From an optimization exercise on the open Yosys and OpenROAD flow, aimed at small area, a short achievable clock period and few clock cycles per item; shortcuts taken in it are not production practice.
Only simulation tests tie the RTL to the original design; equivalence was not proved.
Power and IR drop assume default switching activity.

before:
Design fwi_arith, start of the top module:
module fwi_arith (
    input  wire         clk,
    input  wire         rst,       
    input  wire         start,
    input  wire [2:0]   op,
    input  wire [247:0] a,
    input  wire [247:0] b,
    output wire         ready,
    output reg          done,
    output reg  [247:0] result,
    output reg          eq,
    output reg          lt
);
==> module fwi_arith, before the edit <==
module fwi_arith (
    input  wire         clk,
    input  wire         rst,       
    input  wire         start,
    input  wire [2:0]   op,
    input  wire [247:0] a,
    input  wire [247:0] b,
    output wire         ready,
    output reg          done,
    output reg  [247:0] result,
    output reg          eq,
    output reg          lt
);
    localparam W = 248;
    localparam S_FIRST = 3'd0;
    localparam S_MSTEP = 3'd1;
    localparam S_MFIN  = 3'd2;
    localparam S_ALIGN = 3'd3;
    localparam S_DSTEP = 3'd4;
    reg           busy;
    reg  [2:0]    st;
    reg           o_as, o_div, o_cmp;    
    reg           cin;                          
    reg  [W-1:0]  X;       
    reg  [W+7:0]  Y;       
    reg  [W-1:0]  C;       
    reg           cprev;   
    reg  [7:0]    cnt;     
    assign ready = ~busy;
    wire [W-1:0]  ap = X ^ Y[W-1:0];
    wire [W-1:0]  ag = X & Y[W-1:0];
    reg  [255:0]  G, P;
    integer       i, l;
    always @* begin
        G = 256'd0;
        P = 256'd0;
        G[W-1:0] = ag;
        P[W-1:0] = ap;
        G[0] = ag[0] | (ap[0] & cin);
        for (l = 1; l < 256; l = l * 2)
            for (i = 0; i < 256; i = i + 1)
                if (((i / l) % 2) == 1) begin
                    G[i] = G[i] | (P[i] & G[(i / l) * l - 1]);
                    P[i] = P[i] & P[(i / l) * l - 1];
                end
    end
    wire [W-1:0]  sum  = ap ^ {G[W-2:0], cin};
    wire          cout = G[W-1];                  
    wire          x_eq = &ap;                     
    wire          b_zero = &Y[W-1:0];             
    wire [31:0]   nzx, nzy;
    genvar gi;
    generate
        for (gi = 0; gi < 32; gi = gi + 1) begin : g_nz
            if (gi < 31) begin : g_x
                assign nzx[gi] = |X[8*gi+7:8*gi];
            end else begin : g_x31
                assign nzx[gi] = 1'b0;
            end
            assign nzy[gi] = ~&Y[8*gi+7:8*gi];
        end
    endgenerate
    reg  [31:0]   sfx;    
    integer       k;
    always @* begin
        sfx[31] = nzx[31];
        for (k = 30; k >= 0; k = k - 1)
            sfx[k] = sfx[k+1] | nzx[k];
    end
    wire          y_fits = ~|(nzy & ~sfx);
    wire          y_fits4 = ~|(nzy[27:0] & ~sfx[31:4]) & ~|nzy[31:28];
    wire [7:0]    nwa, nwb;
    generate
        for (gi = 0; gi < 8; gi = gi + 1) begin : g_nw
            if (gi < 7) begin : g_w
                assign nwa[gi] = |a[32*gi+31:32*gi];
                assign nwb[gi] = |b[32*gi+31:32*gi];
            end else begin : g_w7
                assign nwa[gi] = |a[W-1:224];
                assign nwb[gi] = |b[W-1:224];
            end
        end
    endgenerate
    reg  [7:0]    sfa;    
    integer       kw;
    always @* begin
        sfa[7] = nwa[7];
        for (kw = 6; kw >= 0; kw = kw - 1)
            sfa[kw] = sfa[kw+1] | nwa[kw];
    end
    wire          b_short = ~|(nwb & ~sfa);    
    wire          one0 = C[0] ^ cprev;
    wire          two0 = (C[1] & ~C[0] & ~cprev) | (~C[1] & C[0] & cprev);
    wire          neg0 = C[1];
    wire          one1 = C[2] ^ C[1];
    wire          two1 = (C[3] & ~C[2] & ~C[1]) | (~C[3] & C[2] & C[1]);
    wire          neg1 = C[3];
    wire [W-1:0]  m0  = result;
    wire [W-1:0]  m1  = {result[W-2:0], 1'b0};
    wire [W-1:0]  m2  = {result[W-3:0], 2'b0};
    wire [W-1:0]  m3  = {result[W-4:0], 3'b0};
    wire [W-1:0]  pp0 = (({W{one0}} & m0) | ({W{two0}} & m1)) ^ {W{neg0}};
    wire [W-1:0]  pp1 = (({W{one1}} & m2) | ({W{two1}} & m3)) ^ {W{neg1}};
    wire [W-1:0]  s1  = X ^ Y[W-1:0] ^ pp0;
    wire [W-1:0]  c1  = {((X & Y[W-2:0]) | (X & pp0) | (Y[W-1:0] & pp0)), neg0};
    wire [W-1:0]  ms  = s1 ^ c1 ^ pp1;
    wire [W-1:0]  mc  = {((s1 & c1) | (s1 & pp1) | (c1 & pp1)), neg1};
    wire          c_last = ~|C[W-1:3];
    always @(posedge clk) begin
        if (rst) begin
            busy <= 1'b0;
            done <= 1'b0;
        end else begin
            done <= 1'b0;
            if (!busy) begin
                if (start) begin
                    busy  <= 1'b1;
                    st    <= S_FIRST;
                    o_as  <= (op == 3'd0) | (op == 3'd1);
                    o_div <= (op == 3'd3);
                    o_cmp <= (op != 3'd0) & (op != 3'd1) & (op != 3'd2) & (op != 3'd3);
                    cin   <= (op != 3'd0) & (op != 3'd2);
                    X     <= (op == 3'd2) ? {W{1'b0}} : a;
                    Y     <= (op == 3'd2) ? {(W+8){1'b0}} :
                             (op == 3'd0) ? {8'hff, b} : {8'hff, ~b};
                    if (op == 3'd2) begin
                        result <= b_short ? a : b;
                        C      <= b_short ? b : a;
                        cprev  <= 1'b0;
                        st     <= S_MSTEP;
                    end else begin
                        result <= {W{1'b0}};
                    end
                end
            end else begin
                case (st)
                    S_FIRST: begin
                        if (o_as) begin
                            result <= sum;
                            busy   <= 1'b0;
                            done   <= 1'b1;
                        end else if (o_cmp) begin
                            eq   <= x_eq;
                            lt   <= ~cout;
                            busy <= 1'b0;
                            done <= 1'b1;
                        end else begin  
                            Y      <= {Y[W-1:0], 8'hff};
                            cnt    <= 8'd8;
                            st     <= S_ALIGN;
                            if (b_zero | ~cout) begin
                                busy <= 1'b0;
                                done <= 1'b1;
                            end
                        end
                    end
                    S_MSTEP: begin
                        X      <= ms;
                        Y      <= {8'd0, mc};
                        result <= {result[W-5:0], 4'd0};
                        C      <= {4'd0, C[W-1:4]};
                        cprev  <= C[3];
                        if (c_last) st <= S_MFIN;
                    end
                    S_MFIN: begin
                        result <= sum;
                        busy   <= 1'b0;
                        done   <= 1'b1;
                    end
                    S_ALIGN: begin
                        if (y_fits4) begin
                            Y   <= {Y[W-25:0], 32'hffffffff};
                            cnt <= cnt + 8'd32;
                        end else if (y_fits) begin
                            Y   <= {Y[W-1:0], 8'hff};
                            cnt <= cnt + 8'd8;
                        end else begin
                            Y   <= {1'b1, Y[W+7:1]};
                            cnt <= cnt - 8'd1;
                            st  <= S_DSTEP;
                        end
                    end
                    default: begin  
                        if (cout & (&Y[W+7:W])) X <= sum;
                        result <= {result[W-2:0], cout & (&Y[W+7:W])};
                        Y      <= {1'b1, Y[W+7:1]};
                        cnt    <= cnt - 8'd1;
                        if (cnt == 8'd0) begin
                            busy <= 1'b0;
                            done <= 1'b1;
                        end
                    end
                endcase
            end
        end
    end
endmodule
make LEC_CHECK=0 CAP_MARGIN=20 CORE_MARGIN=2 CORE_UTILIZATION=25 PLACE_DENSITY=0.35 SETUP_SLACK_MARGIN=5 SLEW_MARGIN=20 finish   # period 10.0 ns
run.sh (not shown) runs the stock make flow with config.mk's settings and CLKGATE_MAP_FILE= SYNTH_SCRIPT=/design/flow/synth_recipe.tcl, a recipe that flattens the netlist after the stock synthesis.
Testbench counts of before, summed over its fixed seeds: cycles 29,256, items 1,920.
--- input diff before..after ---
-- flow/design.v --
<<< before, line 20
    reg           busy;
    reg  [2:0]    st;
    reg           o_as, o_div, o_cmp;    
    reg           cin;                          
    reg  [W-1:0]  X;       
>>> after, line 20
    reg           busy;
    reg  [2:0]    st;
    reg           o_as, o_mul, o_div, o_cmp;    
    reg           cin;                          
    reg  [W-1:0]  X;       
<<< before, line 48
    wire          cout = G[W-1];                  
    wire          x_eq = &ap;                     
    wire          b_zero = &Y[W-1:0];             
    wire [31:0]   nzx, nzy;
>>> after, line 48
    wire          cout = G[W-1];                  
    wire          x_eq = &ap;                     
    wire          x_zero = ~|X;
    wire          b_zero = &Y[W-1:0];             
    wire [31:0]   nzx, nzy;
<<< before, line 69
    end
    wire          y_fits = ~|(nzy & ~sfx);
    wire          y_fits4 = ~|(nzy[27:0] & ~sfx[31:4]) & ~|nzy[31:28];
    wire [7:0]    nwa, nwb;
    generate
        for (gi = 0; gi < 8; gi = gi + 1) begin : g_nw
            if (gi < 7) begin : g_w
                assign nwa[gi] = |a[32*gi+31:32*gi];
                assign nwb[gi] = |b[32*gi+31:32*gi];
            end else begin : g_w7
                assign nwa[gi] = |a[W-1:224];
                assign nwb[gi] = |b[W-1:224];
            end
        end
    endgenerate
    reg  [7:0]    sfa;    
    integer       kw;
    always @* begin
        sfa[7] = nwa[7];
        for (kw = 6; kw >= 0; kw = kw - 1)
            sfa[kw] = sfa[kw+1] | nwa[kw];
    end
    wire          b_short = ~|(nwb & ~sfa);    
    wire          one0 = C[0] ^ cprev;
    wire          two0 = (C[1] & ~C[0] & ~cprev) | (~C[1] & C[0] & cprev);
>>> after, line 70
    end
    wire          y_fits = ~|(nzy & ~sfx);
    wire          one0 = C[0] ^ cprev;
    wire          two0 = (C[1] & ~C[0] & ~cprev) | (~C[1] & C[0] & cprev);
<<< before, line 118
                    st    <= S_FIRST;
                    o_as  <= (op == 3'd0) | (op == 3'd1);
                    o_div <= (op == 3'd3);
                    o_cmp <= (op != 3'd0) & (op != 3'd1) & (op != 3'd2) & (op != 3'd3);
                    cin   <= (op != 3'd0) & (op != 3'd2);
                    X     <= (op == 3'd2) ? {W{1'b0}} : a;
                    Y     <= (op == 3'd2) ? {(W+8){1'b0}} :
                             (op == 3'd0) ? {8'hff, b} : {8'hff, ~b};
                    if (op == 3'd2) begin
                        result <= b_short ? a : b;
                        C      <= b_short ? b : a;
                        cprev  <= 1'b0;
                        st     <= S_MSTEP;
                    end else begin
                        result <= {W{1'b0}};
                    end
                end
            end else begin
>>> after, line 98
                    st    <= S_FIRST;
                    o_as  <= (op == 3'd0) | (op == 3'd1);
                    o_mul <= (op == 3'd2);
                    o_div <= (op == 3'd3);
                    o_cmp <= (op != 3'd0) & (op != 3'd1) & (op != 3'd2) & (op != 3'd3);
                    cin   <= (op != 3'd0) & (op != 3'd2);
                    X     <= a;
                    Y     <= (op == 3'd0) ? {8'hff, b} : {8'hff, ~b};
                end
            end else begin
<<< before, line 145
                            busy <= 1'b0;
                            done <= 1'b1;
                        end else begin  
                            Y      <= {Y[W-1:0], 8'hff};
                            cnt    <= 8'd8;
>>> after, line 117
                            busy <= 1'b0;
                            done <= 1'b1;
                        end else if (o_mul) begin
                            result <= y_fits ? X : ~Y[W-1:0];
                            C      <= y_fits ? ~Y[W-1:0] : X;
                            cprev  <= 1'b0;
                            X      <= {W{1'b0}};
                            Y      <= {(W+8){1'b0}};
                            cin    <= 1'b0;
                            if (x_zero | b_zero) st <= S_MFIN;
                            else                 st <= S_MSTEP;
                        end else begin  
                            result <= {W{1'b0}};
                            Y      <= {Y[W-1:0], 8'hff};
                            cnt    <= 8'd8;
<<< before, line 169
                    end
                    S_ALIGN: begin
                        if (y_fits4) begin
                            Y   <= {Y[W-25:0], 32'hffffffff};
                            cnt <= cnt + 8'd32;
                        end else if (y_fits) begin
                            Y   <= {Y[W-1:0], 8'hff};
                            cnt <= cnt + 8'd8;
>>> after, line 151
                    end
                    S_ALIGN: begin
                        if (y_fits) begin
                            Y   <= {Y[W-1:0], 8'hff};
                            cnt <= cnt + 8'd8;
==> run notes <==
- Of after and before, the run reporting the lower total area of multi-input combinational cells was after.
- Taking before over after, the layout filler cell count ratio works out to 1.16.
- Sort after and before by worst setup slack desc -> top: after
- Launching instance or port of the critical path = b[1]: before; launching instance or port of the critical path = X[25]: after
- [after] fraction of met1 tracks used by global routing fell 0.83 points relative to before
- Per the comparison of after with before, cell-internal power decreased 110 µW, post-route minimum period lost 0.85 ns, cell count saw a decrease, routed wirelength normalized by instance count shows an increase of 4.2%.
- Area: after vs before -> after smaller
- Data arrival time of the critical path: after lower than before
- Compared after against before; part of the total power dissipated in combinational logic within noise.
- No run among after and before stopped early or left any final violation; all are clean.
Testbench counts of after, summed over its fixed seeds: cycles 30,671, items 1,920.

[re-timing with driven ports]
How much do the figures lean on ideal ports? The routed layouts below were timed once more, with nothing changed but the port constraints. Step 1, drivers: a clkbuf_16 drives clk and a buf_2 each remaining input, both assumed. Step 2 moves the port delays by t, midway between the first and last clock arrival at a register: inputs arrive t later, outputs are due t later. That takes back most of the time a late clock gives input paths. Slacks: no drivers / after step 1 / after step 2; pairs: no drivers / after step 1.
run | t, ns | slack for setup (ns) | worst setup path after step 2 | worst register clock-pin slew, ns | worst slew at a driven data input, ns
before | 1.043 | 4.214 / 4.252 / 3.209 | input to register | 0.07 / 0.07 | 0.30
after | 0.994 | 5.062 / 5.062 / 4.316 | input to register | 0.07 / 0.07 | 0.28
After both steps every run listed still meets setup and hold. The setup slack of before, which loses most, moves by +0.038 ns with the drivers and by -1.005 ns with both steps.
